Context: an optimization exercise on an open-source flow, tuned for small area, a short achievable clock period and few clock cycles. The choices shown serve that exercise and are no tape-out recipe. RTL that was checked went through simulation tests only; none was proved equivalent to the original. No functional check of the RTL was part of run 5. Power is estimated from default activity; no workload was simulated.

==> flow/config.mk <==
export PLATFORM = sky130hd
export DESIGN_NAME = microw_emitter
export DESIGN_NICKNAME = microw_emitter
export VERILOG_FILES = /design/flow/design.v
export SDC_FILE = /design/flow/constraint.sdc
export NUM_CORES = 4
export LEC_CHECK = 0
export CAP_MARGIN = 20
export CORE_MARGIN = 2
export CORE_UTILIZATION = 40
export CTS_CLUSTER_DIAMETER = 100
export CTS_CLUSTER_SIZE = 24
export SETUP_SLACK_MARGIN = 5
export SLEW_MARGIN = 20
export TNS_END_PERCENT = 10
==> flow/constraint.sdc <==
create_clock -name core_clock -period 8.0 [get_ports {clk}]
set_input_delay 1.6000 -clock core_clock [delete_from_list [all_inputs] [get_ports {clk}]]
set_output_delay 1.6000 -clock core_clock [all_outputs]
set_load 0.01 [all_outputs]
==> flow/design.v <==
module microw_emitter (
    input  wire        clk,
    input  wire        rst,          
    input  wire        cmd_valid,
    output wire        cmd_ready,
    input  wire [31:0] cmd_data,
    output reg         rsp_valid,
    output reg  [31:0] rsp_data
);
    localparam [3:0] ST_OK          = 4'd0;
    localparam [3:0] ST_NO_NEW_DATA = 4'd2;
    localparam [3:0] ST_OVERRUN     = 4'd3;
    localparam [3:0] ST_EMPTY       = 4'd6;
    localparam [3:0] ST_NOT_ACTIVE  = 4'd7;
    localparam [3:0] ST_NOT_STARTED = 4'd8;
    localparam [3:0] ST_STATE_ERROR = 4'd9;
    localparam [3:0] ST_WRONG_MODE  = 4'd10;
    localparam [3:0] ST_ILLEGAL     = 4'd11;
    function [5:0] add6(input [5:0] x, input [2:0] d);
        reg [5:0] dd;
        reg       c;
        integer   k;
        begin
            dd = {3'b000, d};
            c  = 1'b0;
            for (k = 0; k < 6; k = k + 1) begin
                add6[k] = x[k] ^ dd[k] ^ c;
                c = (x[k] & dd[k]) | (c & (x[k] ^ dd[k]));
            end
        end
    endfunction
    function [5:0] sub6(input [5:0] x, input [2:0] d);
        reg [5:0] dd;
        reg       c;
        integer   k;
        begin
            dd = ~{3'b000, d};
            c  = 1'b1;
            for (k = 0; k < 6; k = k + 1) begin
                sub6[k] = x[k] ^ dd[k] ^ c;
                c = (x[k] & dd[k]) | (c & (x[k] ^ dd[k]));
            end
        end
    endfunction
    wire [7:0]  op   = cmd_data[31:24];
    wire [23:0] opnd = cmd_data[23:0];
    wire z_23_16 = (opnd[23:16] == 8'd0);
    wire z_15_12 = (opnd[15:12] == 4'd0);
    wire z_11_8  = (opnd[11:8]  == 4'd0);
    wire z_7_0   = (opnd[7:0]   == 8'd0);
    wire z_hi8   = z_23_16 & z_15_12 & z_11_8;
    wire z_all   = z_hi8 & z_7_0;
    wire d_start   = (op == 8'h01) & z_all;
    wire d_stop    = (op == 8'h02) & z_all;
    wire d_restart = (op == 8'h03) & z_all;
    wire d_update  = (op == 8'h04) & z_all;
    wire d_pushw   = (op == 8'h10) & z_23_16 & z_15_12;
    wire d_wmode   = ((op == 8'h11) & z_all) | ((op == 8'h12) & z_hi8);
    wire d_popb    = (op == 8'h13) & z_all;
    wire d_rdreg   = (op == 8'h20) & z_hi8 & (opnd[7:4] == 4'd0);
    wire d_peekw   = (op == 8'h21) & z_hi8 & (opnd[7:5] == 3'd0);
    wire d_peekb   = (op == 8'h22) & z_hi8 & (opnd[7:6] == 2'd0);
    reg        ready_q;
    reg        q_v;
    reg        q_start, q_stop, q_restart, q_update, q_pushw, q_wmode;
    reg        q_popb, q_rdreg, q_peekw, q_peekb;
    reg [11:0] q_opnd;
    reg [5:0]  q_bra;        
    reg        busy;         
    reg [4:0]  sr_wr, sr_rd, sr_cnt;
    reg [4:0]  sr_rd3;       
    reg [3:0]  sr_bits;
    reg [11:0] head0, head1;  
    reg [5:0]  br_wr, br_rd, br_rdn, br_cnt;    
    reg [2:0]  br_bit;
    reg [5:0]  br_bss;
    reg [7:0]  enc_acc;
    reg        active, started;
    reg        p_ok;         
    reg [1:0]  p_nb;         
    reg [2:0]  p_lb;         
    reg        p_accz;       
    reg [2:0]  p_fi0, p_fi1, p_fi2;    
    reg        p_mk0;        
    reg        p_ovf;        
    reg [1:0]  p_nw;         
    reg        p_bssz;       
    reg [1:0]  p_nbp;        
    reg [1:0]  p_adv;        
    reg [3:0]  p_sn;         
    reg        p_snz;        
    reg        p_last;       
    assign cmd_ready = ready_q;
    wire [31:0]  sr_we;
    wire [11:0]  sr_wd;
    wire [383:0] sr_flat;
    wire [63:0]  br_we;
    wire [7:0]   br_wd [0:63];
    wire [511:0] br_flat;
    genvar gi;
    generate
        for (gi = 0; gi < 32; gi = gi + 1) begin : g_sr
            reg [11:0] m;
            always @(posedge clk)
                if (sr_we[gi]) m <= sr_wd;
            assign sr_flat[gi*12 +: 12] = m;
        end
        for (gi = 0; gi < 64; gi = gi + 1) begin : g_br
            reg [7:0] m;
            always @(posedge clk)
                if (br_we[gi]) m <= br_wd[gi];
            assign br_flat[gi*8 +: 8] = m;
        end
    endgenerate
    wire hold    = q_update & ~p_ok;              
    wire ex      = q_v & ~busy & ~hold;
    wire illegal = ~(q_start | q_stop | q_restart | q_update | q_pushw | q_wmode |
                     q_popb | q_rdreg | q_peekw | q_peekb);
    wire sr_empty = (sr_cnt == 5'd0);
    wire sr_full  = (sr_cnt == 5'd31);
    wire br_empty = (br_cnt == 6'd0);
    wire start_go   = ex & q_start & ~active;
    wire restart_go = ex & q_restart & started;
    wire push_go    = ex & q_pushw & active & ~sr_full;
    wire popb_go    = ex & q_popb & active & ~br_empty;
    wire step       = busy | (ex & q_update & active & ~sr_empty);
    wire [3:0] r3   = sr_rd3[4:1];
    wire [3:0] r3p  = r3 + 4'd1;
    wire       peekw_rd = ~busy & q_peekw;
    wire [3:0] row_e = peekw_rd ? q_opnd[4:1] : (sr_rd3[0] ? r3p : r3);
    wire [3:0] row_o = peekw_rd ? q_opnd[4:1] : r3;
    wire [191:0] sr_ev, sr_od;
    generate
        for (gi = 0; gi < 16; gi = gi + 1) begin : g_srbank
            assign sr_ev[gi*12 +: 12] = sr_flat[(2*gi)*12 +: 12];
            assign sr_od[gi*12 +: 12] = sr_flat[(2*gi+1)*12 +: 12];
        end
    endgenerate
    wire [11:0] rd_e, rd_o;
    mux_tree #(.W(12), .A(4)) u_rde (.d(sr_ev), .a(row_e), .y(rd_e));
    mux_tree #(.W(12), .A(4)) u_rdo (.d(sr_od), .a(row_o), .y(rd_o));
    wire [11:0] w3   = sr_rd3[0] ? rd_o : rd_e;     
    wire [11:0] w4   = sr_rd3[0] ? rd_e : rd_o;     
    wire [11:0] peekw_val = q_opnd[0] ? rd_o : rd_e;
    wire [7:0] br_rv;
    mux_tree #(.W(8), .A(6)) u_brr (.d(br_flat), .a(q_bra), .y(br_rv));
    wire [2:0]  b  = br_bit;
    wire [39:0] sh = {head0, head1, 16'd0} >> b;
    wire [31:0] S  = {enc_acc, 24'd0} | sh[39:8];
    wire [7:0] B0 = S[31:24], B1 = S[23:16], B2 = S[15:8];
    wire [7:0] D0 = (&B0) ? ~(8'd1 << p_fi0) : B0;
    wire [7:0] D1 = (&B1) ? ~(8'd1 << p_fi1) : B1;
    wire [7:0] D2 = (&B2) ? ~(8'd1 << p_fi2) : B2;
    wire [7:0] O0 = D0;
    wire [7:0] O1 = p_mk0 ? 8'hFF : D1;
    wire [7:0] O2 = D2;
    wire [7:0] O3 = 8'h00;
    reg [7:0] left;
    always @(*) begin
        case (p_nb)
            2'd0: left = S[31:24];
            2'd1: left = S[23:16];
            2'd2: left = S[15:8];
            default: left = S[7:0];
        endcase
    end
    wire [7:0]  acc_n = p_accz ? 8'd0 : (left & ~(8'hFF >> p_lb));
    wire [11:0] rem   = S[23:12];                  
    wire [5:0] bss_p1 = add6(br_bss, 3'd1), bss_p2 = add6(br_bss, 3'd2), bss_p3 = add6(br_bss, 3'd3);
    reg  [5:0] bss_n;
    always @(*) begin
        if (p_bssz)
            bss_n = 6'd0;
        else case (p_nbp)
            2'd0: bss_n = br_bss;
            2'd1: bss_n = bss_p1;
            2'd2: bss_n = bss_p2;
            default: bss_n = bss_p3;
        endcase
    end
    wire fin = p_ovf | p_last;
    wire [63:0] wdec = 64'd1 << br_wr;             
    wire [7:0] O [0:3];
    assign O[0] = O0; assign O[1] = O1; assign O[2] = O2; assign O[3] = O3;
    wire [7:0] bank_d [0:3];
    wire nw1 = (p_nw != 2'd0), nw2 = p_nw[1], nw3 = &p_nw;
    genvar gj;
    generate
        for (gj = 0; gj < 4; gj = gj + 1) begin : g_bank
            localparam [1:0] GJ = gj;
            wire [1:0] idx = GJ - 2'd1 - br_wr[1:0];
            assign bank_d[gj] = start_go ? 8'd0 : O[idx];
        end
        for (gi = 0; gi < 64; gi = gi + 1) begin : g_brw
            wire hit = step & ((wdec[(gi + 63) % 64] & nw1) |
                               (wdec[(gi + 62) % 64] & nw2) |
                               (wdec[(gi + 61) % 64] & nw3));
            if (gi == 1) begin : g_s1
                assign br_we[gi] = start_go | restart_go | hit;
                assign br_wd[gi] = (start_go | restart_go) ? 8'hFF : bank_d[gi % 4];
            end else begin : g_sn
                assign br_we[gi] = start_go | hit;
                assign br_wd[gi] = bank_d[gi % 4];
            end
        end
    endgenerate
    wire [31:0] sdec = 32'd1 << sr_wr;             
    assign sr_wd = q_pushw ? q_opnd : 12'd0;
    generate
        for (gi = 0; gi < 32; gi = gi + 1) begin : g_srw
            assign sr_we[gi] = start_go | (push_go & sdec[(gi + 31) % 32]);
        end
    endgenerate
    wire cs_start = start_go | restart_go;
    wire cs_step  = step;
    wire cs_push  = push_go;
    wire cs_pop   = popb_go;
    wire       x_sA = cs_start | (cs_step ? p_snz : (sr_bits == 4'd0));
    wire [3:0] x_s  = cs_start ? 4'd0 : (cs_step ? p_sn : sr_bits);
    wire [2:0] x_b  = cs_start ? 3'd0 : (cs_step ? p_lb : br_bit);
    wire c_ge1 = (sr_cnt != 5'd0);
    wire c_ge2 = (sr_cnt[4:1] != 4'd0);
    wire c_ge3 = (sr_cnt[4:2] != 3'd0) | (&sr_cnt[1:0]);
    wire c_ge4 = (sr_cnt[4:2] != 3'd0);
    wire c_eq0 = (sr_cnt == 5'd0), c_eq1 = (sr_cnt == 5'd1), c_eq2 = (sr_cnt == 5'd2);
    wire c_eq3 = (sr_cnt == 5'd3), c_eq4 = (sr_cnt == 5'd4);
    reg  x_c2, x_e1, x_e2;
    always @(*) begin
        if (cs_start)                  begin x_c2 = 1'b0;  x_e1 = 1'b0;  x_e2 = 1'b0;  end
        else if (cs_step & p_adv[1])   begin x_c2 = c_ge4; x_e1 = c_eq3; x_e2 = c_eq4; end
        else if (cs_step & p_adv[0])   begin x_c2 = c_ge3; x_e1 = c_eq2; x_e2 = c_eq3; end
        else if (cs_push)              begin x_c2 = c_ge1; x_e1 = c_eq0; x_e2 = c_eq1; end
        else                           begin x_c2 = c_ge2; x_e1 = c_eq1; x_e2 = c_eq2; end
    end
    reg  [6:0] bq;                                 
    integer bi;
    always @(*) for (bi = 0; bi < 7; bi = bi + 1) bq[bi] = (br_bss == 6'd56 + bi);
    reg  x_e62, x_e61, x_e60;
    always @(*) begin
        if (cs_start | (cs_step & p_bssz)) begin x_e62 = 1'b0; x_e61 = 1'b0; x_e60 = 1'b0; end
        else if (cs_step) begin
            case (p_nbp)
                2'd0:    begin x_e62 = bq[6]; x_e61 = bq[5]; x_e60 = bq[4]; end
                2'd1:    begin x_e62 = bq[5]; x_e61 = bq[4]; x_e60 = bq[3]; end
                2'd2:    begin x_e62 = bq[4]; x_e61 = bq[3]; x_e60 = bq[2]; end
                default: begin x_e62 = bq[3]; x_e61 = bq[2]; x_e60 = bq[1]; end
            endcase
        end else begin x_e62 = bq[6]; x_e61 = bq[5]; x_e60 = bq[4]; end
    end
    wire c56 = &br_cnt[5:3];
    wire g55 = c56 | (br_cnt == 6'd55);
    wire g57 = c56 & (br_cnt[2:0] != 3'd0);
    wire g58 = c56 & (br_cnt[2] | br_cnt[1]);
    wire g59 = c56 & (br_cnt[2] | (&br_cnt[1:0]));
    wire g60 = c56 & br_cnt[2];
    wire g61 = c56 & br_cnt[2] & (br_cnt[1] | br_cnt[0]);
    wire g62 = c56 & br_cnt[2] & br_cnt[1];
    wire g63 = &br_cnt;
    wire [9:0] le = ~{1'b0, g63, g62, g61, g60, g59, g58, g57, c56, g55};
    reg  x_f1, x_f2, x_f4;
    always @(*) begin
        if (cs_start) begin x_f1 = 1'b1; x_f2 = 1'b1; x_f4 = 1'b1; end
        else if (cs_step) begin
            case (p_nw)
                2'd0:    begin x_f1 = le[8]; x_f2 = le[7]; x_f4 = le[5]; end
                2'd1:    begin x_f1 = le[7]; x_f2 = le[6]; x_f4 = le[4]; end
                2'd2:    begin x_f1 = le[6]; x_f2 = le[5]; x_f4 = le[3]; end
                default: begin x_f1 = le[5]; x_f2 = le[4]; x_f4 = le[2]; end
            endcase
        end else if (cs_pop) begin x_f1 = le[9]; x_f2 = le[8]; x_f4 = le[6]; end
        else                 begin x_f1 = le[8]; x_f2 = le[7]; x_f4 = le[5]; end
    end
    wire x_n2 = x_sA & x_c2;
    reg [2:0]  a_fi0, a_fi1, a_fi2;
    reg [1:0]  a_adv1, a_adv2;
    reg [3:0]  a_sn0, a_sn1, a_sn2;
    always @(*) begin
        case (x_b)
            3'd0: begin a_fi0 = 3'd4; a_fi1 = 3'd4; a_fi2 = 3'd0; a_sn0 = 4'd8; a_adv1 = 2'd1; a_sn1 = 4'd4;  a_adv2 = 2'd2; a_sn2 = 4'd0;  end
            3'd1: begin a_fi0 = 3'd7; a_fi1 = 3'd3; a_fi2 = 3'd7; a_sn0 = 4'd7; a_adv1 = 2'd1; a_sn1 = 4'd3;  a_adv2 = 2'd1; a_sn2 = 4'd11; end
            3'd2: begin a_fi0 = 3'd6; a_fi1 = 3'd2; a_fi2 = 3'd6; a_sn0 = 4'd6; a_adv1 = 2'd1; a_sn1 = 4'd2;  a_adv2 = 2'd1; a_sn2 = 4'd10; end
            3'd3: begin a_fi0 = 3'd5; a_fi1 = 3'd1; a_fi2 = 3'd5; a_sn0 = 4'd5; a_adv1 = 2'd1; a_sn1 = 4'd1;  a_adv2 = 2'd1; a_sn2 = 4'd9;  end
            3'd4: begin a_fi0 = 3'd4; a_fi1 = 3'd0; a_fi2 = 3'd4; a_sn0 = 4'd4; a_adv1 = 2'd1; a_sn1 = 4'd0;  a_adv2 = 2'd1; a_sn2 = 4'd8;  end
            3'd5: begin a_fi0 = 3'd3; a_fi1 = 3'd7; a_fi2 = 3'd7; a_sn0 = 4'd3; a_adv1 = 2'd0; a_sn1 = 4'd11; a_adv2 = 2'd1; a_sn2 = 4'd7;  end
            3'd6: begin a_fi0 = 3'd2; a_fi1 = 3'd6; a_fi2 = 3'd6; a_sn0 = 4'd2; a_adv1 = 2'd0; a_sn1 = 4'd10; a_adv2 = 2'd1; a_sn2 = 4'd6;  end
            default: begin a_fi0 = 3'd1; a_fi1 = 3'd5; a_fi2 = 3'd5; a_sn0 = 4'd1; a_adv1 = 2'd0; a_sn1 = 4'd9; a_adv2 = 2'd1; a_sn2 = 4'd5; end
        endcase
    end
    reg [2:0]  b_lb, b_fi0;
    reg [3:0]  b_sn0;
    reg        b_nb1;
    always @(*) begin
        case (x_s)
            4'd1:  begin b_nb1 = 1'b1; b_lb = 3'd3; b_fi0 = 3'd5; b_sn0 = 4'd9;  end
            4'd2:  begin b_nb1 = 1'b1; b_lb = 3'd2; b_fi0 = 3'd6; b_sn0 = 4'd10; end
            4'd3:  begin b_nb1 = 1'b1; b_lb = 3'd1; b_fi0 = 3'd7; b_sn0 = 4'd11; end
            4'd4:  begin b_nb1 = 1'b1; b_lb = 3'd0; b_fi0 = 3'd0; b_sn0 = 4'd0;  end
            4'd5:  begin b_nb1 = 1'b0; b_lb = 3'd7; b_fi0 = 3'd0; b_sn0 = 4'd0;  end
            4'd6:  begin b_nb1 = 1'b0; b_lb = 3'd6; b_fi0 = 3'd0; b_sn0 = 4'd0;  end
            4'd7:  begin b_nb1 = 1'b0; b_lb = 3'd5; b_fi0 = 3'd0; b_sn0 = 4'd0;  end
            4'd8:  begin b_nb1 = 1'b0; b_lb = 3'd4; b_fi0 = 3'd0; b_sn0 = 4'd0;  end
            4'd9:  begin b_nb1 = 1'b0; b_lb = 3'd3; b_fi0 = 3'd0; b_sn0 = 4'd0;  end
            4'd10: begin b_nb1 = 1'b0; b_lb = 3'd2; b_fi0 = 3'd0; b_sn0 = 4'd0;  end
            default: begin b_nb1 = 1'b0; b_lb = 3'd1; b_fi0 = 3'd0; b_sn0 = 4'd0; end
        endcase
    end
    reg [1:0]  nb;
    reg [2:0]  lb;
    reg [2:0]  fi0, fi1, fi2;
    reg [1:0]  adv0, adv1, adv2;
    reg [3:0]  sn0, sn1, sn2;
    always @(*) begin
        if (x_sA) begin
            nb   = x_n2 ? 2'd3 : (x_b[2] ? 2'd2 : 2'd1);
            lb   = x_n2 ? x_b : {~x_b[2], x_b[1:0]};
            fi0  = a_fi0; fi1 = a_fi1; fi2 = a_fi2;
            adv0 = 2'd0;   sn0 = a_sn0;
            adv1 = a_adv1; sn1 = a_sn1;
            adv2 = a_adv2; sn2 = a_sn2;
        end else begin
            nb   = {1'b0, b_nb1};
            lb   = b_lb;
            fi0  = b_fi0; fi1 = 3'd0; fi2 = 3'd0;
            adv0 = (x_s == 4'd4) ? 2'd1 : 2'd0; sn0 = b_sn0;
            adv1 = 2'd0; sn1 = 4'd0;
            adv2 = 2'd0; sn2 = 4'd0;
        end
    end
    wire nb1 = (nb != 2'd0);
    wire mk  = (nb1 & x_e62) | (nb[1] & x_e61) | ((nb == 2'd3) & x_e60);
    wire full_step = ~nb1 | (~mk & x_f4);
    wire mk0 = x_e62;                              
    wire ovf = ~full_step & (~x_f1 | (mk0 & ~x_f2));
    reg  [1:0] nw, adv, nbp;
    reg  [3:0] s_n;
    reg  [2:0] lbo;
    reg        last, accz, bssz;
    always @(*) begin
        if (full_step) begin
            nw   = nb;
            adv  = x_n2 ? 2'd2 : 2'd1;
            s_n  = 4'd0;
            lbo  = lb;
            accz = 1'b0;
            bssz = 1'b0;
            nbp  = nb;
            last = x_n2 ? x_e2 : x_e1;
        end else begin
            nw   = ovf ? {1'b0, x_f1} : {mk0, ~mk0};
            adv  = adv0;
            s_n  = sn0;
            lbo  = 3'd0;
            accz = 1'b1;
            bssz = mk0;
            nbp  = 2'd1;
            last = ~ovf & adv0[0] & x_e1;
        end
    end
    reg [7:0] reg_lo;
    always @(*) begin
        case (q_opnd[3:0])
            4'h0: reg_lo = 8'h0C;
            4'h1: reg_lo = 8'd64;
            4'h2: reg_lo = 8'd32;
            4'h3: reg_lo = 8'd64;
            4'h4: reg_lo = {3'd0, sr_wr};
            4'h5: reg_lo = {3'd0, sr_rd};
            4'h6: reg_lo = {4'd0, sr_bits};
            4'h7: reg_lo = {7'd0, active};
            4'h8: reg_lo = {2'd0, br_wr};
            4'h9: reg_lo = {2'd0, br_rd};
            4'hA: reg_lo = {5'd0, br_bit};
            4'hB: reg_lo = {7'd0, active};
            4'hC: reg_lo = 8'd0;
            4'hD: reg_lo = {2'd0, br_bss};
            4'hE: reg_lo = enc_acc;
            default: reg_lo = {7'd0, started};
        endcase
    end
    wire [23:0] reg_val = {8'd0, (q_opnd[3:0] == 4'h0) ? 8'hFF : 8'h00, reg_lo};
    wire ok_popb = active & ~br_empty;
    wire [23:0] r_data = {24{~busy}} & (
                         ({24{q_popb & ok_popb}} & {16'd0, br_rv}) |
                         ({24{q_peekb}}          & {16'd0, br_rv}) |
                         ({24{q_peekw}}          & {12'd0, peekw_val}) |
                         ({24{q_rdreg}}          & reg_val));
    reg [3:0] r_st;
    always @(*) begin
        if (step)            r_st = p_ovf ? ST_OVERRUN : ST_OK;
        else if (illegal)    r_st = ST_ILLEGAL;
        else if (q_wmode)    r_st = ST_WRONG_MODE;
        else if (q_start)    r_st = active ? ST_STATE_ERROR : ST_OK;
        else if (q_restart)  r_st = started ? ST_OK : ST_NOT_STARTED;
        else if (q_update)   r_st = active ? ST_NO_NEW_DATA : ST_NOT_ACTIVE;
        else if (q_pushw)    r_st = active ? (sr_full ? ST_OVERRUN : ST_OK) : ST_NOT_ACTIVE;
        else if (q_popb)     r_st = active ? (br_empty ? ST_EMPTY : ST_OK) : ST_NOT_ACTIVE;
        else                 r_st = ST_OK;
    end
    wire r_rdy = step & ~p_ovf;
    wire busy_n = step & ~fin;
    wire p_ok_n = ~(step & p_ovf);
    wire q_v_n  = ready_q ? cmd_valid : (q_v & ~ex);
    wire [5:0] br_rdn_n = (start_go | restart_go) ? 6'd1 :
                          (popb_go ? add6(br_rdn, 3'd1) : br_rdn);
    always @(posedge clk) begin
        if (rst) begin
            ready_q   <= 1'b1;
            q_v       <= 1'b0;
            busy      <= 1'b0;
            p_ok      <= 1'b0;
            rsp_valid <= 1'b0;
            rsp_data  <= 32'd0;
            sr_wr     <= 5'd0;
            sr_rd     <= 5'd0;
            sr_rd3    <= 5'd3;
            sr_cnt    <= 5'd0;
            sr_bits   <= 4'd0;
            br_wr     <= 6'd0;
            br_rd     <= 6'd0;
            br_rdn    <= 6'd1;
            br_cnt    <= 6'd0;
            br_bit    <= 3'd0;
            br_bss    <= 6'd0;
            enc_acc   <= 8'd0;
            active    <= 1'b0;
            started   <= 1'b0;
        end else begin
            q_v     <= q_v_n;
            ready_q <= ~q_v_n | (~busy_n & p_ok_n);
            busy    <= busy_n;
            p_ok    <= p_ok_n;
            rsp_valid <= (ex | busy) & ~busy_n;
            rsp_data  <= {r_data, 3'b000, r_rdy, r_st};
            if (ex & q_stop) active <= 1'b0;
            if (start_go | restart_go) begin
                sr_wr   <= 5'd0;
                sr_rd   <= 5'd0;
                sr_rd3  <= 5'd3;
                sr_cnt  <= 5'd0;
                sr_bits <= 4'd0;
                br_rd   <= 6'd0;
                br_rdn  <= 6'd1;
                br_bit  <= 3'd0;
                enc_acc <= 8'd0;
                active  <= 1'b1;
                started <= 1'b1;
                br_bss  <= 6'd0;
                br_wr   <= 6'd1;
                br_cnt  <= 6'd1;
            end
            if (push_go) begin
                sr_wr  <= add6({1'b0, sr_wr}, 3'd1);
                sr_cnt <= add6({1'b0, sr_cnt}, 3'd1);
                if (sr_cnt == 5'd0) head0 <= q_opnd;
                if (sr_cnt == 5'd1) head1 <= q_opnd;
            end
            if (popb_go) begin
                br_rd  <= br_rdn;
                br_rdn <= add6(br_rdn, 3'd1);
                br_cnt <= sub6(br_cnt, 3'd1);
            end
            if (step) begin
                sr_rd   <= add6({1'b0, sr_rd}, {1'b0, p_adv});
                sr_rd3  <= add6({1'b0, sr_rd3}, {1'b0, p_adv});
                sr_cnt  <= sub6({1'b0, sr_cnt}, {1'b0, p_adv});
                sr_bits <= p_sn;
                br_wr   <= add6(br_wr, {1'b0, p_nw});
                br_cnt  <= add6(br_cnt, {1'b0, p_nw});
                br_bss  <= bss_n;
                br_bit  <= p_lb;
                enc_acc <= acc_n;
                case (p_adv)
                    2'd0: head0 <= rem;
                    2'd1: begin
                        head0 <= head1;
                        head1 <= w3;
                    end
                    default: begin
                        head0 <= w3;
                        head1 <= w4;
                    end
                endcase
            end
        end
    end
    always @(posedge clk) begin
        p_nb    <= nb;
        p_lb    <= lbo;
        p_accz  <= accz;
        p_fi0   <= fi0;
        p_fi1   <= fi1;
        p_fi2   <= fi2;
        p_mk0   <= ~full_step & mk0;
        p_ovf   <= ovf;
        p_nw    <= nw;
        p_bssz  <= bssz;
        p_nbp   <= nbp;
        p_adv   <= adv;
        p_sn    <= s_n;
        p_snz   <= (s_n == 4'd0);
        p_last  <= last;
    end
    always @(posedge clk) begin
        if (rst)
            q_bra <= 6'd1;
        else if (ready_q)
            q_bra <= d_peekb ? opnd[5:0] : br_rdn_n;
    end
    always @(posedge clk) begin
        if (ready_q) begin
            q_start   <= d_start;
            q_stop    <= d_stop;
            q_restart <= d_restart;
            q_update  <= d_update;
            q_pushw   <= d_pushw;
            q_wmode   <= d_wmode;
            q_popb    <= d_popb;
            q_rdreg   <= d_rdreg;
            q_peekw   <= d_peekw;
            q_peekb   <= d_peekb;
            q_opnd    <= opnd[11:0];
        end
    end
endmodule
module mux_tree #(
    parameter integer W = 8,
    parameter integer A = 6
) (
    input  wire [W*(1<<A)-1:0] d,
    input  wire [A-1:0]        a,
    output wire [W-1:0]        y
);
    generate
        if (A == 1) begin : g_leaf
            assign y = a[0] ? d[2*W-1:W] : d[W-1:0];
        end else begin : g_node
            wire [W-1:0] lo, hi;
            mux_tree #(.W(W), .A(A-1)) u_lo (.d(d[W*(1<<(A-1))-1:0]), .a(a[A-2:0]), .y(lo));
            mux_tree #(.W(W), .A(A-1)) u_hi (.d(d[W*(1<<A)-1:W*(1<<(A-1))]), .a(a[A-2:0]), .y(hi));
            assign y = a[A-1] ? hi : lo;
        end
    endgenerate
endmodule
==> flow/run.sh <==
#!/bin/bash
# synth_recipe.tcl (not shown) runs the flow's synth.tcl, then flattens the netlist and writes it again
# the make line also repeats each setting of config.mk as NAME=value (left out here)
make -C /OpenROAD-flow-scripts/flow DESIGN_CONFIG=/design/flow/config.mk WORK_HOME=/design/flow/orfs CLKGATE_MAP_FILE= SYNTH_SCRIPT=/design/flow/synth_recipe.tcl finish
==> run notes, run 1 <==
final setup vio count=0; H-tree depth=2; I/O Pins=69; TritonRoute pass-1 iters=7; # port buffers=57; top cell family by delay on the critical path=buffers and inverters; final critical-path share of the clock period=0.411; clock power share=0.332; Cell Chain, Critical Path=clkdlybuf4s50_1; Synth Area in Simple Gates=0.0773; status=finished clean; CP Class=reg2out; Placement Cell Area=51000 sq um; routed vias/inst=6.16; cell type with the largest total area after synthesis=edfxtp_1; Post-DP HPWL=91.3 mm; total grt overflow=0; latest clock arrival within the worst-skew pair=0.68 ns; Leak Pwr=18.2 nW; Synth top area share=0.589; clock tree buffer depth=3; layout net count=3489; Mapped Avg Cell Area=15.0 sq um; DRT Wirelength=149 mm; Core Footprint=119000 sq um; top cells by count, synth=942 x edfxtp_1, 279 x nand2_1, 249 x mux4_2; sw frac=0.208; DR WL/cell=29.5 um; Hold Buf Count CTS=0; num rows=127; WP depth=1; minimum clock period=3.29 ns; Setup TNS Final=0 ns; count leader, synth=edfxtp_1; Largest stage delay, worst path=0.58 ns; sequential area share after synthesis=0.641; Total GRT Usage=0.240; FMAX=304 MHz; GP Congestion=0.945; switching power=0.00192 W; Power Density=166 nW/um^2; final hold viol count=0; initial DRC count=4148; ys async rst share=0; Antenna Cells=0; finished layout cell area=55700 sq um; Flop pwr share=0.650; Initial Utilization=0.402; Adder-Cell Fraction of Synth Area=0.0187; Mapped Cells=3204; Cell variety after synth=97; Max-cap violations=0; Critical Path End=rsp_data[8]; highest-delay cell along the critical path=clkdlybuf4s50_1; CP Data Arrival Time=1.69 ns; CTS tree=done; number of global-route vias before repair=30177; FF-to-FF setup slack=4.84 ns; RR Startpoint=q_bra[0]; ranking of synthesized cells by area=edfxtp_1 59%, mux4_2 12%, dfxtp_1 5.2%, mux2i_1 2.5%, nand2_1 2.2%; Post-Syn Area=48000 sq um; largest family of logic cells by synthesized area=multiplexers; ys flop type=edfxtp_1; Max Slew Vio Count=0; critical path fanouts, max=1; Synth Warn #=1; first-pass GRT wire length=214 mm; worst min-delay path class=reg2reg; IR drop worst, VDD=303 uV; clock root cell=clkbuf_16; die area=123000 sq um; RR Endpoint=rsp_data[14]; worst path buffer plus inverter count=1; CTS buffer count=52; via count=31050; Rel. slew slack=0.301; pin count of the biggest net entering global routing=73; clk sinks=1067; cells on worst reg2reg path=10; clock-pin slew on the worst setup and hold paths=0.10 ns; synthesized flop and latch total=1067; antenna viol nets, final=0; Combinational Power Share=0.018; layout cells sized above 1=0.247; Die Ht=351 um; internal power=0.00731 W; post-synthesis mux area share=0.150; Startpoint Class=register; die span in x=351 um; xor-xnor portion of the synthesized cell area=0.000911; Critical Path RT=6.40 ns; initial antenna violation count=3; number of flops mapped to enable cells by yosys=942; unrepaired setup endpoints after global routing=true; Synth Area in Compound Gates=0.0843; crit end category=primary output; Worst Skew=0.0317 ns; Worst-Margin Slew=1.05 ns; drt drc=0; Layout area overhead=15.9%; CP startpoint=rsp_data[8]
==> sequential cells by signal, indices dropped and copies added, names as in the netlist, 7 cells and up <==
signal / cells
g_br.m: 512
g_sr.m: 384
q_opnd: 12
rsp_data: 18
enc_acc: 7
head0: 12
head1: 12
==> tightest hold or removal path, cell delays in order, from the launching register on <==
cell and delay [ns]:
dfxtp_1 0.34, nand2_1 0.06, a21oi_1 0.05
==> cell type report <==
cell class,instances,area [sq um]
fill,10389,63800
sequential,1067,30900
multi-input combinational,1864,17100
timing repair buffer,338,3830
tap,1612,2020
clock buffer,90,1440
inverter,62,251
clock inverter,8,125
timing repair inverter,1,5.00
==> layer usage <==
layer / vias up / share of wire / GRT usage
met1: 16015 / 0.40 / 0.325
met5: - / 0.00014 / 0
met3: 368 / 0.080 / 0.0331
li1: 13053 / - / -
met4: 4 / 0.051 / 0.104
met2: 1610 / 0.47 / 0.389
==> placed cells by master, fill, tap and decap left out, drive strengths merged, types with 10 or more instances in the layout <==
cell type / n
edfxtp: 942
nand2: 279
buf: 268
mux4: 256
o21ai: 179
nor2: 156
dfxtp: 125
mux2i: 122
a21oi: 119
clkbuf: 96
nand3: 89
ha: 63
inv: 60
nor3: 55
clkdlybuf4s50: 51
a211oi: 36
and2: 33
a22oi: 33
and3: 29
o211ai: 28
a311oi: 23
o31ai: 23
nor2b: 21
a32oi: 21
nand2b: 21
a31oi: 20
mux2: 17
nand3b: 16
a221oi: 14
nor4: 14
nand4: 12
bufbuf: 12
or3: 12
conb: 11
a21o: 11
or2: 10
o22ai: 10
o221ai: 10
==> worst min path at each step <==
| stage | from | to | slack [ns] | cells past startpoint |
|---|---|---|---|---|
| floorplan | p_last | busy | 0.42 | 1 |
| global placement | enc_acc[6] | enc_acc[6] | 0.47 | 2 |
| detailed placement | enc_acc[6] | enc_acc[6] | 0.47 | 2 |
| CTS | enc_acc[6] | enc_acc[6] | 0.48 | 2 |
| global route | enc_acc[6] | enc_acc[6] | 0.50 | 2 |
| finish | enc_acc[6] | enc_acc[6] | 0.49 | 2 |
==> cells by family (layout without fill, tap and decap cells) <==
family / Yosys count / count (layout)
AO/OA/AOI/OAI: 606 / 607
XOR/XNOR: 5 / 5
adder cells (fa/ha/maj): 69 / 69
buffers and inverters: 284 / 499
flip-flops: 1067 / 1067
multiplexers: 395 / 395
other: 1 / 11
AND/OR/NAND/NOR: 777 / 777
==> through the flow <==
| step | instances | power (W) | setup slack [ns] | hold slack (ns) | utilization |
|---|---|---|---|---|---|
| 3_3_place_gp | 4794 | 0.00627 | 3.53 | 0.467 | 0.427 |
| 6_report | 5042 | 0.00923 | 4.71 | 0.492 | 0.466 |
| 5_1_grt | 5042 | 0.00947 | 4.70 | 0.499 | 0.466 |
| 4_1_cts | 5017 | 0.00928 | 4.70 | 0.484 | 0.461 |
| 2_1_floorplan | 3214 | 0.00619 | 4.54 | 0.424 | - |
| 3_5_place_dp | 4794 | 0.00627 | 3.45 | 0.470 | 0.427 |
==> power groups by stage <==
stage | logic (W) | registers (W) | clock network, W
after floorplan | 0.0000699 | 0.00612 | 0
after global placement | 0.000141 | 0.00613 | 0
after detailed placement | 0.000142 | 0.00613 | 0
after CTS | 0.000157 | 0.00600 | 0.00312
after global routing | 0.000175 | 0.00600 | 0.00329
final | 0.000168 | 0.00600 | 0.00307
==> what timing repair did <==
action / 4_1_cts / 5_1_grt
endpoints found under the hold margin: 0 / 0
gates cloned: 18 / 4
endpoints found under the setup margin: 1054 / 1378
buffers inserted: 107 / 21
pin swaps: 53 / 21
resized for setup: 213 / 71
Testbench counts, summed over its fixed seeds: cycles 34,663.
==> inputs of run 2 (changes only) <==
--- a/flow/config.mk
+++ b/flow/config.mk
@@ -12,4 +12,4 @@
 export CTS_CLUSTER_SIZE = 24
 export SETUP_SLACK_MARGIN = 5
 export SLEW_MARGIN = 20
-export TNS_END_PERCENT = 10
+export TNS_END_PERCENT = 30
==> run notes, run 2 <==
status=finished clean; Rel. slew slack=0.276; critical path fanouts, max=1; dpl ws=3.59 ns; Largest stage delay, worst path=0.57 ns; Initial Utilization=0.402; switching power=0.00191 W; unrepaired setup endpoints after global routing=true; H-tree depth=2; Mapped Cells=3204; Core Footprint=119000 sq um; ys async rst share=0; hold_sp=br_rdn[2]; highest-delay cell along the critical path=clkdlybuf4s50_1; Flop pwr share=0.651; Leak Pwr=18.6 nW; # port buffers=57; final hold viol count=0; synthesized flop and latch total=1067; Largest regs=g_br.m: 512 flops, g_sr.m: 384 flops, rsp_data: 18 flops; number of flops mapped to enable cells by yosys=942; Core Util, Final=0.472; Power Density=163 nW/um^2; num rows=127; crit end category=primary output; Cell Chain, Critical Path=clkdlybuf4s50_1; most flop-heavy register=g_br.m; clock root cell=clkbuf_16; first-pass GRT wire length=214 mm; clock tree buffer depth=3; commonest non-fill, non-tap cells in the layout=942 x edfxtp_1, 276 x nand2_1, 249 x mux4_2; CP Data Arrival Time=1.59 ns; TritonRoute pass-1 iters=9; cells on worst reg2reg path=7; I/O Pins=69; Post-DP HPWL=92.0 mm; count leader, synth=edfxtp_1; CP Class=reg2out; GP Congestion=0.932; most common cell after layout, fill and taps aside=edfxtp_1; ys flop type=edfxtp_1; worst min-delay path class=reg2reg; Post-Syn Area=48000 sq um; ranking of synthesized cells by area=edfxtp_1 59%, mux4_2 12%, dfxtp_1 5.2%, mux2i_1 2.5%, nand2_1 2.2%; area of the multi-input gates=17600 sq um; Storage cell area=30800 sq um; die area=123000 sq um; die span in x=351 um; total grt overflow=0; Die Ht=351 um; WP depth=1; Critical Path End=rsp_data[17]; cell type with the largest total area after synthesis=edfxtp_1; Fillers=10367; initial DRC count=4300; sequential area share after synthesis=0.641; clock-pin slew on the worst setup and hold paths=0.09 ns; final critical-path share of the clock period=0.399; layout cells sized above 1=0.269; FF-to-FF setup slack=4.84 ns; clk sinks=1067; initial antenna violation count=8; Max-cap violations=0; top cell family by delay on the critical path=buffers and inverters; Synth top area share=0.589; Max Slew Vio Count=0; Layout area overhead=17.4%; Cell variety after synth=97; drt drc=0; FMAX=313 MHz; Worst Skew=0.0689 ns; worst path buffer plus inverter count=1; minimum clock period=3.19 ns; Setup TNS Final=0 ns; routed vias/inst=6.17; CTS tree=done; Worst-Margin Slew=1.09 ns; DRT Wirelength=151 mm; Hold Buf Count CTS=0; pin count of the biggest net entering global routing=73; antenna viol nets, final=0; internal power=0.00730 W; number of global-route vias before repair=29593; clock power share=0.329; DR WL/cell=29.6 um; top cells by count, synth=942 x edfxtp_1, 279 x nand2_1, 249 x mux4_2; via count=31379; CP startpoint=rsp_data[17]; layout net count=3529; max FFs per register=512; sw frac=0.208; Total Power=0.00922 W; Critical Path RT=6.40 ns; final setup vio count=0; setup slack after layout=4.81 ns; Combinational Power Share=0.020; IR drop worst, VDD=177 uV; Startpoint Class=register; latest clock arrival within the worst-skew pair=0.71 ns; Mapped Avg Cell Area=15.0 sq um; CTS buffer count=51; Synth Warn #=1; RR Startpoint=q_update; RR Endpoint=g_sr[4].m[9]; Total GRT Usage=0.240
-- run 2: repair_timing --
action	in CTS	in global routing
setup buffers	123	64
setup endpoints to repair	1399	1097
cloned	17	5
pin swaps	48	44
resized for setup	265	128
-- run 2: final cells by class --
type                            count  share of cell area
Timing Repair Buffer              378              0.0736
Antenna cell                        1           0.0000444
Multi-Input combinational cell   1866               0.312
Tap cell                         1612              0.0358
Clock inverter                      7             0.00200
Sequential cell                  1067               0.547
Clock buffer                       89              0.0252
Inverter                           62             0.00452
-- run 2: worst min path at each step --
stage / end / slack, ns / cells after the start
floorplan: busy / 0.42 / 1
global placement: sr_rd[4] / 0.46 / 2
detailed placement: enc_acc[6] / 0.47 / 2
CTS: busy / 0.48 / 1
global route: busy / 0.51 / 1
finish: br_rdn[2] / 0.49 / 2
-- run 2: kinds of logic (layout without fill, tap and decap cells) --
kind of cell,Yosys count,in the layout,share of synthesized area
flip-flops,1067,1067,0.641
AND/OR/NAND/NOR,777,778,0.0773
AO/OA/AOI/OAI,606,608,0.0843
multiplexers,395,395,0.150
buffers and inverters,284,536,0.0277
adder cells (fa/ha/maj),69,69,0.0187
XOR/XNOR,5,5,0.000912
other,1,12,0.0000781
-- run 2: power groups by stage --
stage	combinational [W]	clock [W]	sequential, W
2_1_floorplan	0.0000700	0	0.00612
3_3_place_gp	0.000147	0	0.00613
3_5_place_dp	0.000147	0	0.00613
4_1_cts	0.000170	0.00307	0.00600
5_1_grt	0.000196	0.00325	0.00600
6_report	0.000189	0.00303	0.00600
-- run 2: worst min-delay path, stage by stage, from the launching register on --
cell	delay [ns]
dfxtp_1	0.34
nand2_1	0.06
a21oi_1	0.05
-- run 2: layer usage --
metal / up-vias / wire [um] / GRT usage
li1: 13133 / - / -
met1: 16178 / 61900 / 0.350
met2: 1787 / 68700 / 0.372
met3: 273 / 14700 / 0.0405
met4: 8 / 5110 / 0.0683
met5: - / 55 / 0
-- run 2: through the flow --
step	hold WS, ns	std cells	area (sq um)
2_1_floorplan	0.424	3214	48100
3_3_place_gp	0.465	4776	50900
3_5_place_dp	0.470	4776	50900
4_1_cts	0.480	5012	55300
5_1_grt	0.512	5081	56400
6_report	0.495	5082	56400
==> inputs of run 3 (changes only) <==
--- a/flow/config.mk
+++ b/flow/config.mk
@@ -12,4 +12,4 @@
 export CTS_CLUSTER_SIZE = 24
 export SETUP_SLACK_MARGIN = 5
 export SLEW_MARGIN = 20
-export TNS_END_PERCENT = 30
+export TNS_END_PERCENT = 15
==> run notes, run 3 <==
DRT Wirelength=148 mm; Worst Skew=0.0409 ns; Leak Pwr=18.5 nW; via count=30892; Cell variety after synth=97; Post-DP HPWL=90.4 mm; final critical-path share of the clock period=0.400; Startpoint Class=register; CP Data Arrival Time=3.70 ns; cell type with the largest total area after synthesis=edfxtp_1; latest clock arrival within the worst-skew pair=0.71 ns; final setup vio count=0; H-tree depth=2; top cells by count, synth=942 x edfxtp_1, 279 x nand2_1, 249 x mux4_2; Total Power=0.00924 W; routed vias/inst=6.11; Core Util, Final=0.467; Initial Utilization=0.402; pin count of the biggest net entering global routing=105; drt drc=0; setup slack after layout=4.80 ns; switching power=0.00191 W; placed cells=4809; ys flop type=edfxtp_1; Critical Path RT=8.49 ns; clock power share=0.332; CTS tree=done; commonest non-fill, non-tap cells in the layout=942 x edfxtp_1, 270 x nand2_1, 249 x mux4_2; Largest regs=g_br.m: 512 flops, g_sr.m: 384 flops, rsp_data: 18 flops; sw frac=0.207; Max-cap violations=0; worst min-delay path class=reg2reg; die area=123000 sq um; Synth top area share=0.589; post-route insts no fill=5058; most common cell after layout, fill and taps aside=edfxtp_1; total grt overflow=0; DR WL/cell=29.3 um; Synth Warn #=1; unrepaired setup endpoints after global routing=true; initial DRC count=4018; Worst-Margin Slew=1.07 ns; Total GRT Usage=0.239; Setup TNS Final=0 ns; ranking of synthesized cells by area=edfxtp_1 59%, mux4_2 12%, dfxtp_1 5.2%, mux2i_1 2.5%, nand2_1 2.2%; dpl ws=3.47 ns; FMAX=312 MHz; Flop pwr share=0.650; critical path fanouts, max=27; final hold viol count=0; TritonRoute pass-1 iters=5; synthesized flop and latch total=1067; clock root cell=clkbuf_16; IR drop worst, VDD=179 uV; clock tree buffer depth=3; I/O Pins=69; Mapped Avg Cell Area=15.0 sq um; minimum clock period=3.20 ns; layout net count=3511; Core Footprint=119000 sq um; Hold Buf Count CTS=0; antenna viol nets, final=0; Combinational Power Share=0.019; status=finished clean; clock-pin slew on the worst setup and hold paths=0.11 ns; ys async rst share=0; Mapped Cells=3204; Layout area overhead=16.2%; Max Slew Vio Count=0; most flop-heavy register=g_br.m; first-pass GRT wire length=213 mm; initial antenna violation count=6; CTS buffer count=52; Die Ht=351 um; die span in x=351 um; GP Congestion=0.952; num rows=127; layout cells sized above 1=0.252; internal power=0.00732 W; crit end category=register; CP Class=reg2reg; Power Density=165 nW/um^2; max FFs per register=512; number of flops mapped to enable cells by yosys=942; Post-Syn Area=48000 sq um; sequential area share after synthesis=0.641; clk sinks=1067; count leader, synth=edfxtp_1; # port buffers=57; Rel. slew slack=0.280; number of global-route vias before repair=29754
-- run 3: final cells by class --
cell class                 instances  area [sq um]
clock inverter                    12           149
inverter                          62           253
multi-input combinational       1865         17200
clock buffer                      74          1380
fill                           10379         63700
timing repair buffer             359          3950
antenna                            6          15.0
timing repair inverter             1          5.00
tap                             1612          2020
sequential                      1067         30800
-- run 3: cell families (layout without fill, tap and decap cells) --
| kind of cell | after synthesis | count (layout) | share of synthesized area |
|---|---|---|---|
| other | 1 | 17 | 0.0000781 |
| xor gates and xnor gates | 5 | 5 | 0.000912 |
| and+or+nand+nor | 777 | 777 | 0.0773 |
| adders and majority gates | 69 | 69 | 0.0187 |
| DFF | 1067 | 1067 | 0.641 |
| buffers and inverters | 284 | 508 | 0.0277 |
| muxes | 395 | 396 | 0.150 |
| AOI/OAI and AO/OA | 606 | 607 | 0.0843 |
-- run 3: power by group through the flow --
stage          Clock (W)  Sequential, W  Combinational (W)
2_1_floorplan          0        0.00612          0.0000699
3_3_place_gp           0        0.00613           0.000139
3_5_place_dp           0        0.00613           0.000140
4_1_cts          0.00310        0.00600           0.000160
5_1_grt          0.00329        0.00600           0.000181
6_report         0.00306        0.00600           0.000174
-- run 3: routing by layer --
| layer | part of all wire | vias to the layer above | GRT usage |
|---|---|---|---|
| met4 | 0.049 | 6 | 0.108 |
| met1 | 0.40 | 15865 | 0.321 |
| li1 | - | 13084 | - |
| met2 | 0.47 | 1599 | 0.383 |
| met5 | 0.00020 | - | 0 |
| met3 | 0.085 | 338 | 0.0374 |
-- run 3: final timing paths --
check	start	depth (start not counted)	slack (ns)	endpoint
hold reg to reg	enc_acc[6]	2	0.50	enc_acc[6]
setup reg to reg	br_bit[1]	10	4.80	g_br[13].m[2]
setup / recovery	br_bit[1]	10	4.80	g_br[13].m[2]
hold / removal	enc_acc[6]	2	0.50	enc_acc[6]
-- run 3: critical path: stages, from the launching register on --
cell and delay [ns]:
dfxtp_2 0.39, buf_12 0.20, mux4_2 0.55, mux2i_1 0.15, buf_4 0.21, nor2_1 0.13
a311oi_1 0.45, nor2_1 0.15, a211oi_4 0.24, buf_4 0.19, buf_4 0.28
-- run 3: metrics by stage --
stage / instance area, sq um / hold WS [ns]
2_1_floorplan: 48100 / 0.424
3_3_place_gp: 51100 / 0.470
3_5_place_dp: 51100 / 0.486
4_1_cts: 55000 / 0.497
5_1_grt: 55800 / 0.522
6_report: 55800 / 0.499
-- run 3: timing repair --
item | 4_1_cts | 5_1_grt
gates cloned | 16 | 5
endpoints found under the setup margin | 1340 | 879
resized for setup | 221 | 95
pin swaps | 52 | 17
setup buffers | 102 | 34
==> inputs of run 4 (changes only) <==
--- a/flow/config.mk
+++ b/flow/config.mk
@@ -12,4 +12,4 @@
 export CTS_CLUSTER_SIZE = 24
 export SETUP_SLACK_MARGIN = 5
 export SLEW_MARGIN = 20
-export TNS_END_PERCENT = 15
+export TNS_END_PERCENT = 20
==> run notes, run 4 <==
status=finished clean; synthesized flop and latch total=1067; Cell Chain, Critical Path=clkdlybuf4s50_1; DRT Wirelength=148 mm; clock-pin slew on the worst setup and hold paths=0.09 ns; number of global-route vias before repair=29309; crit end category=primary output; clk sinks=1067; die span in x=351 um; via count=30916; final hold slack=0.501 ns; final critical-path share of the clock period=0.404; count leader, synth=edfxtp_1; Worst Skew=0.0497 ns; dpl ws=3.55 ns; Die Ht=351 um; finished layout cell area=56200 sq um; TritonRoute pass-1 iters=6; Leak Pwr=18.6 nW; Power Density=166 nW/um^2; DR WL/cell=29.2 um; Cell variety after synth=97; pin count of the biggest net entering global routing=73; Worst-Margin Slew=1.14 ns; largest family of logic cells by synthesized area=multiplexers; Max Slew Vio Count=0; final setup vio count=0; CTS buffer count=53; post-synthesis mux area share=0.150; Total GRT Usage=0.236; layout net count=3522; commonest non-fill, non-tap cells in the layout=942 x edfxtp_1, 274 x nand2_1, 250 x mux4_2; GP Congestion=0.972; Mapped Avg Cell Area=15.0 sq um; most flop-heavy register=g_br.m; Startpoint Class=register; total grt overflow=0; clock root cell=clkbuf_16; H-tree depth=2; CTS tree=done; clock tree buffer depth=3; critical path fanouts, max=1; layout cells sized above 1=0.261; initial antenna violation count=7; post-route insts no fill=5076; ys async rst share=0; minimum clock period=3.23 ns; Synth top area share=0.589; placed cells=4799; IR drop worst, VDD=179 uV; final hold viol count=0; cell type with the largest total area after synthesis=edfxtp_1; num rows=127; sequential area share after synthesis=0.641; Post-DP HPWL=90.4 mm; # port buffers=57; Antenna Cells=0; ranking of synthesized cells by area=edfxtp_1 59%, mux4_2 12%, dfxtp_1 5.2%, mux2i_1 2.5%, nand2_1 2.2%; ys flop type=edfxtp_1; Hold Buf Count CTS=0; first-pass GRT wire length=210 mm; Max-cap violations=0; worst path buffer plus inverter count=1; highest-delay cell along the critical path=clkdlybuf4s50_1; top cell family by delay on the critical path=buffers and inverters; max FFs per register=512; top cells by count, synth=942 x edfxtp_1, 279 x nand2_1, 249 x mux4_2; xor-xnor portion of the synthesized cell area=0.000911; Synth Area in Compound Gates=0.0843; Layout area overhead=17.0%; FMAX=309 MHz; Critical Path RT=6.40 ns; routed vias/inst=6.09; Setup TNS Final=0 ns; drt drc=0; CP Class=reg2out; Largest regs=g_br.m: 512 flops, g_sr.m: 384 flops, rsp_data: 18 flops; unrepaired setup endpoints after global routing=true; Initial Utilization=0.402; Largest stage delay, worst path=0.56 ns; CP Data Arrival Time=1.63 ns; Synth Warn #=1; Mapped Cells=3204; die area=123000 sq um; Synth Area in Simple Gates=0.0773; latest clock arrival within the worst-skew pair=0.71 ns; Core Footprint=119000 sq um; most common cell after layout, fill and taps aside=edfxtp_1; Post-Syn Area=48000 sq um; I/O Pins=69; Adder-Cell Fraction of Synth Area=0.0187; antenna viol nets, final=0; Rel. slew slack=0.229; initial DRC count=4189; Placement Cell Area=51000 sq um; worst min-delay path class=reg2reg; number of flops mapped to enable cells by yosys=942; setup slack after layout=4.77 ns
[run 4: logic make-up (layout without fill, tap and decap cells)]
kind of cell / count (synthesis) / in the layout
adder cells (fa/ha/maj): 69 / 69
flip-flops: 1067 / 1067
buffers and inverters: 284 / 532
XOR/XNOR: 5 / 5
AND/OR/NAND/NOR: 777 / 777
AO/OA/AOI/OAI: 606 / 607
other: 1 / 11
multiplexers: 395 / 396
[run 4: per-layer routing]
metal  vias up  track usage  share of wire
li1      13108            -              -
met1     15947        0.328           0.41
met2      1563        0.379           0.47
met3       298       0.0328          0.078
met4         0       0.0833          0.042
met5         -            0              0
[run 4: timing repair]
item	in CTS	in global routing
setup endpoints to repair	1145	968
setup buffers	99	57
pin swaps	43	36
resized for setup	249	116
cloned	17	4
hold endpoints to repair	0	0
[run 4: final timing paths]
kind                     start       endpoint  slack [ns]  depth (start not counted)
hold / removal        sr_rd[0]       sr_rd[0]        0.50                          2
hold reg to reg       sr_rd[0]       sr_rd[0]        0.50                          2
setup / recovery  rsp_data[19]   rsp_data[19]        4.77                          1
setup reg to reg      head1[9]  g_br[14].m[1]        4.84                          9
[run 4: layout make-up]
type	count	area (sq um)
Timing Repair Buffer	369	4010
Timing Repair inverter	1	5.00
Clock buffer	88	1490
Multi-Input combinational cell	1865	17400
Tap cell	1612	2020
Inverter	62	254
Clock inverter	12	193
Sequential cell	1067	30900
Fill cell	10279	63300
[run 4: report_power, final]
group	switching, W	internal, W
Combinational	0.000109	0.0000636
Clock	0.00185	0.00133
Sequential	0.0000138	0.00598
Total	0.00197	0.00737
[run 4: stage by stage]
stage | util | total power, W
after CTS | 0.462 | 0.00939
after detailed placement | 0.427 | 0.00627
after floorplan | - | 0.00619
after global routing | 0.470 | 0.00958
after global placement | 0.426 | 0.00627
final | 0.470 | 0.00934
==> inputs of run 5 (changes only) <==
--- a/flow/design.v
+++ b/flow/design.v
@@ -409,7 +409,6 @@
             busy      <= 1'b0;
             p_ok      <= 1'b0;
             rsp_valid <= 1'b0;
-            rsp_data  <= 32'd0;
             sr_wr     <= 5'd0;
             sr_rd     <= 5'd0;
             sr_rd3    <= 5'd3;
@@ -430,7 +429,6 @@
             busy    <= busy_n;
             p_ok    <= p_ok_n;
             rsp_valid <= (ex | busy) & ~busy_n;
-            rsp_data  <= {r_data, 3'b000, r_rdy, r_st};
             if (ex & q_stop) active <= 1'b0;
             if (start_go | restart_go) begin
                 sr_wr   <= 5'd0;
@@ -500,6 +498,8 @@
         p_snz   <= (s_n == 4'd0);
         p_last  <= last;
     end
+    always @(posedge clk)
+        rsp_data <= {r_data, 3'b000, r_rdy, r_st};
     always @(posedge clk) begin
         if (rst)
             q_bra <= 6'd1;
--- a/flow/config.mk
+++ b/flow/config.mk
@@ -12,4 +12,4 @@
 export CTS_CLUSTER_SIZE = 24
 export SETUP_SLACK_MARGIN = 5
 export SLEW_MARGIN = 20
-export TNS_END_PERCENT = 20
+export TNS_END_PERCENT = 10
==> run notes, run 5 <==
unrepaired setup endpoints after global routing=true; Startpoint Class=register; Die Ht=349 um; Cell variety after synth=93; internal power=0.00730 W; final hold viol count=0; placed cells=4744; Post-Syn Area=47600 sq um; sequential area share after synthesis=0.647; most common cell after layout, fill and taps aside=edfxtp_1; GP Congestion=0.959; num rows=126; clock tree buffer depth=3; clock power share=0.332; die area=122000 sq um; Mapped Cells=3226; switching power=0.00192 W; synthesized flop and latch total=1067; total grt overflow=0; Total GRT Usage=0.238; cell type with the largest total area after synthesis=edfxtp_1; Max-cap violations=0; Layout area overhead=16.5%; Total Power=0.00922 W; clock root cell=clkbuf_16; ranking of synthesized cells by area=edfxtp_1 59%, mux4_2 11%, dfxtp_1 5.3%, mux2i_1 2.6%, nand2_1 2.3%; latest clock arrival within the worst-skew pair=0.72 ns; status=finished clean; CP Data Arrival Time=3.64 ns; Mapped Avg Cell Area=14.8 sq um; initial DRC count=4299; area of the multi-input gates=17100 sq um; Worst Skew=0.0771 ns; number of flops mapped to enable cells by yosys=942; Initial Utilization=0.403; Storage cell area=30800 sq um; layout cells sized above 1=0.248; Max Slew Vio Count=0; Leak Pwr=18.2 nW; Flop pwr share=0.650; initial antenna violation count=2; max FFs per register=512; Rel. slew slack=0.213; final setup vio count=0; sw frac=0.208; H-tree depth=2; first-pass GRT wire length=211 mm; count leader, synth=edfxtp_1; via count=30749; layout net count=3512; DR WL/cell=29.6 um; worst min-delay path class=reg2reg; Core Util, Final=0.470; drt drc=0; Hold Buf Count CTS=0; ys async rst share=0; Fillers=9993; I/O Pins=69; critical path fanouts, max=36; DRT Wirelength=147 mm; number of global-route vias before repair=29637; Combinational Power Share=0.018; minimum clock period=3.31 ns; crit end category=register; FMAX=302 MHz; ys flop type=edfxtp_1; TritonRoute pass-1 iters=6; Synth Warn #=1; Power Density=166 nW/um^2; Synth top area share=0.594; CTS buffer count=52; CTS tree=done; Critical Path RT=8.33 ns; post-route insts no fill=4976; routed vias/inst=6.18; Largest regs=g_br.m: 512 flops, g_sr.m: 384 flops, rsp_data: 18 flops; Core Footprint=118000 sq um; Setup TNS Final=0 ns; antenna viol nets, final=0; clock-pin slew on the worst setup and hold paths=0.10 ns; Post-DP HPWL=90.7 mm; Worst-Margin Slew=1.17 ns; most flop-heavy register=g_br.m; top cells by count, synth=942 x edfxtp_1, 298 x nand2_1, 233 x mux4_2; pin count of the biggest net entering global routing=100; IR drop worst, VDD=164 uV; # port buffers=57; clk sinks=1067; CP Class=reg2reg; die span in x=349 um; commonest non-fill, non-tap cells in the layout=942 x edfxtp_1, 288 x nand2_1, 234 x mux4_2; final critical-path share of the clock period=0.414
==> run 5: area by class of cell <==
class                           count  area share
Timing Repair Buffer              338      0.0692
Antenna cell                        1   0.0000451
Timing Repair inverter              2    0.000226
Clock inverter                      9     0.00273
Inverter                           64     0.00462
Multi-Input combinational cell   1884       0.308
Tap cell                         1536      0.0346
Clock buffer                       75      0.0252
Sequential cell                  1067       0.556
==> run 5: logic make-up (layout without fill, tap and decap cells) <==
logic type | count (synthesis) | in the layout | share of synthesized area
flops | 1067 | 1067 | 0.647
simple gates | 809 | 809 | 0.0785
compound gates | 599 | 602 | 0.0836
mux | 388 | 388 | 0.144
buf+inv | 288 | 488 | 0.0269
fa+ha+maj | 69 | 69 | 0.0189
xor+xnor | 5 | 5 | 0.00108
other cells | 1 | 12 | 0.0000788
==> run 5: repair_timing <==
item	CTS	global route
resized for setup	295	60
pin swaps	49	24
buffers inserted	92	27
cloned	23	5
endpoints found under the setup margin	1151	1145
==> run 5: critical path, cell delays in order (launching register included) <==
cell and delay (ns):
dfxtp_1 0.39, buf_4 0.48, nand2_1 0.25, o32ai_1 0.55, nand3_1 0.32, o21ai_1 0.94
==> run 5: worst paths after layout <==
kind,start,endpoint,slack (ns),cells after the start
worst min-delay path,br_rd[1],br_rd[1],0.48,2
worst max register to register,br_wr[1],g_br[62].m[3],4.69,5
worst max-delay path,br_wr[1],g_br[62].m[3],4.69,5
worst min register to register,br_rd[1],br_rd[1],0.48,2
==> run 5: power by group through the flow <==
stage	clock network, W	registers, W	logic [W]
finish	0.00306	0.00600	0.000165
global route	0.00327	0.00600	0.000173
CTS	0.00310	0.00600	0.000156
detailed placement	0	0.00612	0.000138
global placement	0	0.00612	0.000138
floorplan	0	0.00612	0.0000671
==> run 5: metal layers <==
layer | vias to the layer above | wire length (um) | GRT usage
li1 | 13013 | - | -
met4 | 2 | 5510 | 0.0788
met5 | - | 10 | 0
met3 | 300 | 12800 | 0.0377
met2 | 1634 | 68200 | 0.373
met1 | 15800 | 60700 | 0.338
==> run 5: per-stage QoR <==
stage / area (sq um) / setup slack [ns] / hold WS (ns)
finish: 55500 / 4.69 / 0.480
global route: 55500 / 4.71 / 0.505
CTS: 54800 / 4.73 / 0.482
detailed placement: 50400 / 3.74 / 0.454
global placement: 50400 / 3.73 / 0.460
floorplan: 47700 / 4.54 / 0.426
==> inputs of run 6 (changes only) <==
--- a/flow/design.v
+++ b/flow/design.v
@@ -409,6 +409,7 @@
             busy      <= 1'b0;
             p_ok      <= 1'b0;
             rsp_valid <= 1'b0;
+            rsp_data  <= 32'd0;
             sr_wr     <= 5'd0;
             sr_rd     <= 5'd0;
             sr_rd3    <= 5'd3;
@@ -429,6 +430,7 @@
             busy    <= busy_n;
             p_ok    <= p_ok_n;
             rsp_valid <= (ex | busy) & ~busy_n;
+            rsp_data  <= {r_data, 3'b000, r_rdy, r_st};
             if (ex & q_stop) active <= 1'b0;
             if (start_go | restart_go) begin
                 sr_wr   <= 5'd0;
@@ -498,8 +500,6 @@
         p_snz   <= (s_n == 4'd0);
         p_last  <= last;
     end
-    always @(posedge clk)
-        rsp_data <= {r_data, 3'b000, r_rdy, r_st};
     always @(posedge clk) begin
         if (rst)
             q_bra <= 6'd1;
==> flow/flow/run.sh (new file) <==
#!/bin/bash
# The standard layout (the standard.sh, unchanged synthesis and steps),
# with the port buffers made from buf_4 cells instead of the slow cell
# buffer_ports picks by default. Each tool's output is in standard.log.
set -e
export BUFFER_PORTS_ARGS="-buffer_cell sky130_fd_sc_hd__buf_4"
bash standard.sh > standard.log 2>&1
==> flow/standard.sh (new file) <==
#!/bin/bash
# synth_recipe.tcl (not shown) runs the flow's synth.tcl, then flattens the netlist and writes it again
# the make line also repeats each setting of config.mk as NAME=value (left out here)
make -C /OpenROAD-flow-scripts/flow DESIGN_CONFIG=/design/flow/config.mk WORK_HOME=/design/flow/orfs CLKGATE_MAP_FILE= SYNTH_SCRIPT=/design/flow/synth_recipe.tcl "${@:-finish}"
removed: flow/run.sh
==> run notes, run 6 <==
status=finished clean; dpl ws=3.35 ns; total grt overflow=0; die area=123000 sq um; final setup vio count=0; Cell variety after synth=97; DRT Wirelength=148 mm; Startpoint Class=input port; antenna viol nets, final=0; Largest stage delay, worst path=0.64 ns; Mapped Avg Cell Area=15.0 sq um; # port buffers=57; Hold Buf Count CTS=0; critical path fanouts, max=9; GP Congestion=0.938; layout net count=3467; CP Class=in2reg; most common cell after layout, fill and taps aside=edfxtp_1; worst min-delay path class=reg2reg; synthesized flop and latch total=1067; Mapped Cells=3204; Synth top area share=0.589; routed vias/inst=6.11; Post-Syn Area=48000 sq um; max FFs per register=512; minimum clock period=3.23 ns; Fillers=10530; number of global-route vias before repair=29211; I/O Pins=69; Post-DP HPWL=91.5 mm; finished layout cell area=54900 sq um; Total GRT Usage=0.237; CTS buffer count=52; Rel. slew slack=0.299; clock tree buffer depth=3; Setup TNS Final=0 ns; Max-cap violations=0; Cell Chain, Critical Path=buf_4 > nor2_2 > o21ai_0 > a211oi_2 > nor2_1 > o211ai_1; crit end category=register; DR WL/cell=29.4 um; Layout area overhead=14.2%; IR drop worst, VDD=174 uV; ranking of synthesized cells by area=edfxtp_1 59%, mux4_2 12%, dfxtp_1 5.2%, mux2i_1 2.5%, nand2_1 2.2%; unrepaired setup endpoints after global routing=true; count leader, synth=edfxtp_1; first-pass GRT wire length=211 mm; final critical-path share of the clock period=0.404; num rows=127; ys flop type=edfxtp_1; RR Startpoint=q_bra[0]; most flop-heavy register=g_br.m; Worst Skew=0.0435 ns; Power Density=169 nW/um^2; Die Ht=351 um; Placement Cell Area=50900 sq um; ys async rst share=0; number of flops mapped to enable cells by yosys=942; drt drc=0; top cells by count, synth=942 x edfxtp_1, 279 x nand2_1, 249 x mux4_2; sequential area share after synthesis=0.641; via count=30687; clock-pin slew on the worst setup and hold paths=0.11 ns; worst path buffer plus inverter count=1; highest-delay cell along the critical path=a211oi_2; Worst-Margin Slew=1.05 ns; top cell family by delay on the critical path=compound AO/OA/AOI/OAI gates; layout cells sized above 1=0.250; TritonRoute pass-1 iters=5; commonest non-fill, non-tap cells in the layout=942 x edfxtp_1, 274 x nand2_1, 252 x buf_4; CP startpoint=rst; die span in x=351 um; CTS tree=done; clk sinks=1067; Core Footprint=119000 sq um; initial antenna violation count=4; CP Data Arrival Time=3.83 ns; FMAX=309 MHz; final hold slack=0.486 ns; final hold viol count=0; initial DRC count=3922; setup slack after layout=4.77 ns; Core Util, Final=0.459; Max Slew Vio Count=0; H-tree depth=2; clock root cell=clkbuf_16; latest clock arrival within the worst-skew pair=0.70 ns; Leak Pwr=17.9 nW; cell type with the largest total area after synthesis=edfxtp_1; Initial Utilization=0.402; Critical Path RT=8.60 ns; Synth Warn #=1; Largest regs=g_br.m: 512 flops, g_sr.m: 384 flops, rsp_data: 18 flops; pin count of the biggest net entering global routing=77; hold_sp=p_sn[3]
run 6: path summary, 6_finish.rpt:
kind | cells after the start | to | slack [ns]
worst min register to register | 2 | sr_bits[3] | 0.49
worst max-delay path | 6 | rsp_data[8] | 4.77
worst max register to register | 9 | rsp_data[14] | 4.79
worst min-delay path | 2 | sr_bits[3] | 0.49
run 6: per-layer routing:
metal | share of wire | up-vias | wire length (um) | global-route usage
met5 | 0.000088 | - | 13 | 0
met4 | 0.045 | 2 | 6680 | 0.0872
met3 | 0.081 | 301 | 12000 | 0.0384
met2 | 0.47 | 1459 | 69700 | 0.385
met1 | 0.40 | 15908 | 59400 | 0.322
li1 | - | 13017 | - | -
run 6: kinds of logic after synthesis:
group	synth area share
flops	0.641
buf+inv	0.0277
xor+xnor	0.000912
fa+ha+maj	0.0187
mux	0.150
compound gates	0.0843
simple gates	0.0773
other cells	0.0000781
run 6: stage by stage:
step / std cells / power [W]
floorplan: 3214 / 0.00619
global placement: 4806 / 0.00627
global route: 5020 / 0.00948
finish: 5021 / 0.00925
CTS: 5002 / 0.00929
detailed placement: 4807 / 0.00627
run 6: what timing repair did:
| item | CTS | global route |
|---|---|---|
| setup buffers | 83 | 16 |
| endpoints found under the hold margin | 0 | 0 |
| pin swaps | 36 | 8 |
| setup endpoints to repair | 1284 | 1366 |
| resized for setup | 178 | 51 |
| gates cloned | 14 | 2 |
run 6: cell type report:
class | count | area (sq um) | area share
diodes | 1 | 2.50 | 0.0000456
clock buffers | 89 | 1440 | 0.0262
flip-flops and latches | 1067 | 30800 | 0.562
multi-input cells | 1865 | 17100 | 0.311
clock inverters | 9 | 144 | 0.00262
repair buffers | 315 | 3120 | 0.0569
inverters | 62 | 251 | 0.00458
well taps | 1612 | 2020 | 0.0368
repair inverters | 1 | 5.00 | 0.0000912
run 6: worst register-to-register path, stage by stage (launching register included):
cell and delay, ns:
dfxtp_4 0.39, buf_12 0.15, bufbuf_16 0.34, mux4_2 0.55
mux4_2 0.48, mux2i_2 0.36, nor2_1 0.11, a221oi_2 0.32
nor2_1 0.13, a221o_1 0.28
run 6: power by group:
part	total [W]	leakage [nW]	internal (W)	switching, W
logic	0.000163	7.49	0.0000568	0.000106
registers	0.00600	9.70	0.00599	0.0000142
clock network	0.00309	0.751	0.00127	0.00181
Testbench counts of run 6, summed over its fixed seeds: cycles 34,663.

re-timing with driven ports:
No port has a modelled driver above. Below, the same layouts with a new extraction and two added sets of constraints. Step 1 (the two cells are an assumption about what drives the block):
set clk [get_ports {clk}]
set_driving_cell -lib_cell sky130_fd_sc_hd__clkbuf_16 $clk
set_driving_cell -lib_cell sky130_fd_sc_hd__buf_2 [delete_from_list [all_inputs] $clk]
Step 2 also shifts input and output timing later by t, the mid clock arrival at the registers, as if the neighbouring blocks saw the same clock. Slacks: ideal / step 1 / step 2; pairs: ideal / step 1.
run | shift t [ns] | slack for setup (ns) | hold slack, ns | clock arrival spread, ns | worst register clock-pin slew, ns
run 1 | 0.733 | 4.708 / 4.641 / 4.164 | 0.492 / 0.492 / 0.492 | 0.041 / 0.042 | 0.11 / 0.11
run 2 | 0.746 | 4.808 / 4.737 / 4.236 | 0.495 / 0.495 / 0.495 | 0.077 / 0.076 | 0.11 / 0.11
run 3 | 0.760 | 4.797 / 4.737 / 4.214 | 0.499 / 0.499 / 0.499 | 0.041 / 0.041 | 0.11 / 0.11
run 4 | 0.754 | 4.768 / 4.697 / 4.260 | 0.501 / 0.501 / 0.501 | 0.063 / 0.063 | 0.11 / 0.11
run 5 | 0.762 | 4.686 / 4.685 / 4.178 | 0.480 / 0.480 / 0.480 | 0.080 / 0.079 | 0.11 / 0.11
run 6 | 0.751 | 4.767 / 4.790 / 4.056 | 0.486 / 0.486 / 0.486 | 0.046 / 0.046 | 0.11 / 0.11
After both steps every run listed still meets setup and hold. For run 6, which loses most, drivers alone change the setup slack by +0.023 ns; drivers and shift together by -0.711 ns.
